Source: an optimization exercise on an open RTL-to-GDS flow (aim: small area, a short achievable clock period and few clock cycles). Production flows keep margins and buffers that such runs may drop.
The RTL was checked by simulation tests, not by an equivalence proof against the original design.
Power is estimated from default activity; no workload was simulated.

// env_mad
module env_mad (
    input  wire        clk,
    input  wire        rst,         
    input  wire        in_valid,
    input  wire        in_op,       
    input  wire [15:0] in_data,
    output wire        in_ready,
    output reg         out_valid,
    output reg  [15:0] out_data
);
    localparam [15:0] BASELINE = 16'd512;
    reg       filling;
    reg [3:0] fcnt;
    reg       rdy;
    always @(posedge clk) begin
        if (rst) begin
            filling <= 1'b1;
            rdy     <= 1'b0;
            fcnt    <= 4'd0;
        end else if (filling) begin
            fcnt <= fcnt + 4'd1;
            if (fcnt == 4'd14)
                rdy <= 1'b1;
            if (fcnt == 4'd15)
                filling <= 1'b0;
        end
    end
    assign in_ready = rdy;
    reg        c_valid;
    reg        c_op;
    reg [15:0] c_data;
    always @(posedge clk) begin
        c_valid <= in_valid && rdy && !rst;
        c_op    <= in_op;
        c_data  <= in_data;
    end
    wire do_push = c_valid && !c_op;
    wire do_int  = c_valid &&  c_op;
    reg [15:0] b [0:15];
    reg [19:0] sum;
    integer i;
    always @(posedge clk) begin
        if (filling || do_push) begin
            b[0] <= filling ? BASELINE : c_data;
            for (i = 1; i < 16; i = i + 1)
                b[i] <= b[i-1];
        end
        if (filling)
            sum <= 20'd16 * BASELINE;
        else if (do_push)
            sum <= sum + {4'd0, c_data} - {4'd0, b[15]};
    end
    wire [15:0] mean = sum[19:4];
    wire [2:0]  rem2 = sum[3:1];
    reg [15:0] lt;
    reg        cy;
    integer j, n;
    always @* begin
        for (j = 0; j < 16; j = j + 1) begin
            cy = 1'b0;
            for (n = 0; n < 16; n = n + 1)
                cy = (mean[n] & ~b[j][n]) | (mean[n] & cy) | (~b[j][n] & cy);
  ...
For scale: about 2000 cells after synthesis, ~38 I/O pins, roughly 23000 um2 of cells after synthesis.
export LEC_CHECK = 0
export CAP_MARGIN = 20
export CORE_MARGIN = 2
export CORE_UTILIZATION = 60
export CTS_BUF_LIST = sky130_fd_sc_hd__clkbuf_16
export CTS_CLUSTER_DIAMETER = 100
export CTS_CLUSTER_SIZE = 24
export SLEW_MARGIN = 20
create_clock -name core_clock -period 27.0 [get_ports {clk}]
standard.sh (not shown) runs the stock make flow with config.mk's settings and CLKGATE_MAP_FILE= SYNTH_SCRIPT=/design/flow/synth_recipe.tcl, a recipe that flattens the netlist after the stock synthesis.
==> flow/flow/run.sh <==
#!/bin/bash
# Own layout flow: the standard flow (standard.sh) at the design's clock
# period and constraints, with these changes:
#  - after the standard synthesis, flow/polarity.py re-chooses the polarity
#    of the full-adder cells (a full adder is self-dual), which removes
#    inverters between adders; registers and all other cells are unchanged;
#  - the port buffers that global placement inserts are plain buffers
#    (buf_2) rather than the delay-buffer cell buffer_ports picks by default;
set -euo pipefail
export BUFFER_PORTS_ARGS="-buffer_cell sky130_fd_sc_hd__buf_2"
export SETUP_SLACK_MARGIN=20.8
res=orfs/results/sky130hd/env_mad/base
bash standard.sh "$PWD/$res/1_2_yosys.v" > flow_synth.log 2>&1
cp "$res/1_2_yosys.v" "$res/1_2_yosys.std.v"
python3 flow/polarity.py "$res/1_2_yosys.std.v" "$res/1_2_yosys.v" > flow_polarity.log 2>&1
bash standard.sh > flow_make.log 2>&1
Other scripts of this flow, unchanged in this note and not shown: flow/flow/polarity.py
The baseline finished with timing, DRC and antenna clean.
Testbench counts at the start, summed over its fixed seeds: cycles 16,125.
Edit:
--- a/flow/flow/run.sh
+++ b/flow/flow/run.sh
@@ -9,5 +9,5 @@
 set -euo pipefail
 export BUFFER_PORTS_ARGS="-buffer_cell sky130_fd_sc_hd__buf_2"
-export SETUP_SLACK_MARGIN=20.8
+export SETUP_SLACK_MARGIN=20.5
 res=orfs/results/sky130hd/env_mad/base
 bash standard.sh "$PWD/$res/1_2_yosys.v" > flow_synth.log 2>&1
CAP_MARGIN = 0   (was 20)
CORE_UTILIZATION = 80   (was 60)
SLEW_MARGIN = 0   (was 20)
- sequential share of layout area is higher by 0.28 points
- global-route usage rose by 10 points
- wire length is higher by 1.9%
- die area falls by 25%
Edit:
CAP_MARGIN = 20   (was 0)
CORE_UTILIZATION = 60   (was 80)
SLEW_MARGIN = 20   (was 0)
TNS_END_PERCENT = 0   (was unset)
Register-to-register slack is better by 130 ps.
Worst hold slack barely changes.
Total power increases slightly.
Setup slack is worse by 19 ps.
Via count decreases by a few percent.
Die area increases by a quarter to a third.
Clock-buffer cell count is unchanged.
Area after synthesis stays the same.
Design area barely changes.
Global-route usage decreases by 10 points.
Wire length decreases by a few percent.

* * *

## job 6640
The RTL this note starts from:
==> flow/design.v <==
module env_mad (
    input  wire        clk,
    input  wire        rst,         
    input  wire        in_valid,
    input  wire        in_op,       
    input  wire [15:0] in_data,
    output wire        in_ready,
    output reg         out_valid,
    output reg  [15:0] out_data
);
    localparam [15:0] BASELINE = 16'd512;
    reg       filling;
    reg [3:0] fcnt;
    reg       rdy;
    always @(posedge clk) begin
        if (rst) begin
            filling <= 1'b1;
            rdy     <= 1'b0;
            fcnt    <= 4'd0;
        end else if (filling) begin
            fcnt <= fcnt + 4'd1;
            if (fcnt == 4'd14)
                rdy <= 1'b1;
            if (fcnt == 4'd15)
                filling <= 1'b0;
        end
    end
    assign in_ready = rdy;
    reg        c_valid;
    reg        c_op;
    reg [15:0] c_data;
    always @(posedge clk) begin
        c_valid <= in_valid && rdy && !rst;
        c_op    <= in_op;
        c_data  <= in_data;
    end
    wire do_push = c_valid && !c_op;
    wire do_int  = c_valid &&  c_op;
    reg [15:0] b [0:15];
    reg [19:0] sum;
    integer i;
    always @(posedge clk) begin
        if (filling || do_push) begin
            b[0] <= filling ? BASELINE : c_data;
            for (i = 1; i < 16; i = i + 1)
                b[i] <= b[i-1];
        end
        if (filling)
            sum <= 20'd16 * BASELINE;
        else if (do_push)
            sum <= sum + {4'd0, c_data} - {4'd0, b[15]};
    end
    wire [15:0] mean = sum[19:4];
    wire [2:0]  rem2 = sum[3:1];
    reg [15:0] lt;
    reg        cy;
    integer j, n;
    always @* begin
        for (j = 0; j < 16; j = j + 1) begin
            cy = 1'b0;
            for (n = 0; n < 16; n = n + 1)
                cy = (mean[n] & ~b[j][n]) | (mean[n] & cy) | (~b[j][n] & cy);
            lt[j] = cy;
        end
    end
    reg        a_valid;
    reg [15:0] a_lt;
    always @(posedge clk) begin
        a_valid <= do_int && !rst;
        a_lt    <= lt;
    end
    reg [18:0] r [0:17];
    integer k;
    always @* begin
        for (k = 0; k < 16; k = k + 1)
            r[k] = {3'd0, ~(a_lt[k] ? b[k] : mean)};
        r[16] = {mean[14:0], 1'b0, rem2};
        r[17] = 19'd16;
    end
    function [37:0] csa;
        input [18:0] x, y, z;
        reg   [18:0] s, c;
        begin
            s = x ^ y ^ z;
            c = (x & y) | (x & z) | (y & z);
            csa = {c[17:0], 1'b0, s};
        end
    endfunction
    wire [18:0] l1 [0:11];
    wire [18:0] l2 [0:7];
    wire [18:0] l3 [0:5];
    wire [18:0] l4 [0:3];
    wire [18:0] l5 [0:2];
    wire [18:0] l6 [0:1];
    genvar g;
    generate
        for (g = 0; g < 6; g = g + 1) begin : t1
            assign {l1[2*g+1], l1[2*g]} = csa(r[3*g], r[3*g+1], r[3*g+2]);
        end
        for (g = 0; g < 4; g = g + 1) begin : t2
            assign {l2[2*g+1], l2[2*g]} = csa(l1[3*g], l1[3*g+1], l1[3*g+2]);
        end
        for (g = 0; g < 2; g = g + 1) begin : t3
            assign {l3[2*g+1], l3[2*g]} = csa(l2[3*g], l2[3*g+1], l2[3*g+2]);
        end
        assign l3[4] = l2[6];
        assign l3[5] = l2[7];
        for (g = 0; g < 2; g = g + 1) begin : t4
            assign {l4[2*g+1], l4[2*g]} = csa(l3[3*g], l3[3*g+1], l3[3*g+2]);
        end
        assign {l5[1], l5[0]} = csa(l4[0], l4[1], l4[2]);
        assign l5[2] = l4[3];
        assign {l6[1], l6[0]} = csa(l5[0], l5[1], l5[2]);
    endgenerate
    wire [18:0] total = l6[0] + l6[1];
    always @(posedge clk) begin
        if (rst)
            out_valid <= 1'b0;
        else
            out_valid <= a_valid;
        out_data <= total[18:3];
    end
endmodule
export LEC_CHECK = 0
export CAP_MARGIN = 20
export CORE_MARGIN = 2
export CORE_UTILIZATION = 40
export SLEW_MARGIN = 20
create_clock -name core_clock -period 27.0 [get_ports {clk}]
==> flow/flow/run.sh <==
#!/bin/bash
# Own layout flow: the standard flow (standard.sh, unchanged synthesis,
# floorplan, placement, CTS and routing) at the design's clock period and
# constraints, with two settings changed:
#  - the port buffers that global placement inserts are plain buffers
#    (buf_2) rather than the delay-buffer cell buffer_ports picks by default;
set -euo pipefail
export BUFFER_PORTS_ARGS="-buffer_cell sky130_fd_sc_hd__buf_2"
export SETUP_SLACK_MARGIN=20.5
bash standard.sh > flow_make.log 2>&1
Testbench counts of job 6640, summed over its fixed seeds: cycles 16,125.
The inputs of job 3708 differ from those of job 6640 as listed below.
==> flow/run.sh (new file) <==
#!/bin/bash
# synth_recipe.tcl (not shown) runs the flow's synth.tcl, then flattens the netlist and writes it again
# the make line also repeats each setting of config.mk as NAME=value (left out here)
make -C /OpenROAD-flow-scripts/flow DESIGN_CONFIG=/design/flow/config.mk WORK_HOME=/design/flow/orfs CLKGATE_MAP_FILE= SYNTH_SCRIPT=/design/flow/synth_recipe.tcl finish
removed: flow/flow/run.sh
removed: flow/standard.sh
--- outcome ---
On buffer share of cell area, job 3708 and job 6640 are basically level. Delta (job 3708 minus job 6640): via count now sits lower; sequential share of layout area now sits at about the same level; maximum frequency now sits lower. In the metrics for job 3708 and job 6640, the one carrying the higher amount of wire on met2 after detailed routing is job 6640. Compared with job 6640, via count of the first global-routing pass in job 3708 increased slightly. Going from job 6640 to job 3708, cell area after technology mapping roughly the same; count of endpoints failing hold in the final timing report roughly the same; total chip power higher.
Modified inputs, job 9594 compared to job 3708
Settings: CTS_CLUSTER_SIZE newly set to 24; CTS_CLUSTER_DIAMETER newly set to 100; CTS_BUF_LIST newly set to sky130_fd_sc_hd__clkbuf_16.
==> flow/flow/run.sh (new file) <==
#!/bin/bash
# Own layout flow: the standard flow (standard.sh, unchanged synthesis,
# floorplan, placement, CTS and routing) at the design's clock period and
# constraints, with two settings changed:
#  - the port buffers that global placement inserts are plain buffers
#    (buf_2) rather than the delay-buffer cell buffer_ports picks by default;
set -euo pipefail
export BUFFER_PORTS_ARGS="-buffer_cell sky130_fd_sc_hd__buf_2"
export SETUP_SLACK_MARGIN=20.5
bash standard.sh > flow_make.log 2>&1
==> flow/standard.sh (new file) <==
#!/bin/bash
# synth_recipe.tcl (not shown) runs the flow's synth.tcl, then flattens the netlist and writes it again
# the make line also repeats each setting of config.mk as NAME=value (left out here)
make -C /OpenROAD-flow-scripts/flow DESIGN_CONFIG=/design/flow/config.mk WORK_HOME=/design/flow/orfs CLKGATE_MAP_FILE= SYNTH_SCRIPT=/design/flow/synth_recipe.tcl "${@:-finish}"
removed: flow/run.sh
[summary]
Between job 3708 and job 9594, part of the total power dissipated in combinational logic increased. Total power (job 9594 / job 3708): 0.803. Job 3708 has a higher critical path depth than job 9594. Job 3708 -> job 9594: routed length per instance flat. Power share of the clock group, job 9594 and job 3708, lower one = job 9594.

==> re-timing with driven ports <==
The results above use ideal ports. As a check the final layouts listed here were re-extracted and re-timed, cells and wires unchanged.
Step 1: set_driving_cell puts a clkbuf_16 on clk and a buf_2 on each other input, an assumption about the parent block.
Step 2, shift: input delay + t, output delay - t, t = (earliest + latest rising clock arrival at the registers) / 2. This alone moves slack from input paths to output paths.
Slacks: no drivers / after step 1 / after step 2; pairs: no drivers / after step 1.
run	shift t [ns]	slack for setup (ns)	hold WS [ns]	pins driven straight from the clock port
the first run of note 1	0.591	20.612 / 20.554 / 20.957	0.443 / 0.443 / 0.443	1
the second run of note 1	0.575	20.592 / 20.540 / 20.643	0.449 / 0.449 / 0.449	1
the third run of note 1	0.593	20.573 / 20.514 / 20.771	0.447 / 0.447 / 0.447	1
job 6640	0.614	20.558 / 20.498 / 20.658	0.438 / 0.438 / 0.438	1
job 3708	0.633	19.336 / 19.336 / 19.336	0.431 / 0.431 / 0.431	1
job 9594	0.600	20.552 / 20.487 / 20.681	0.445 / 0.445 / 0.445	1
After both steps setup and hold are still met in every run listed.
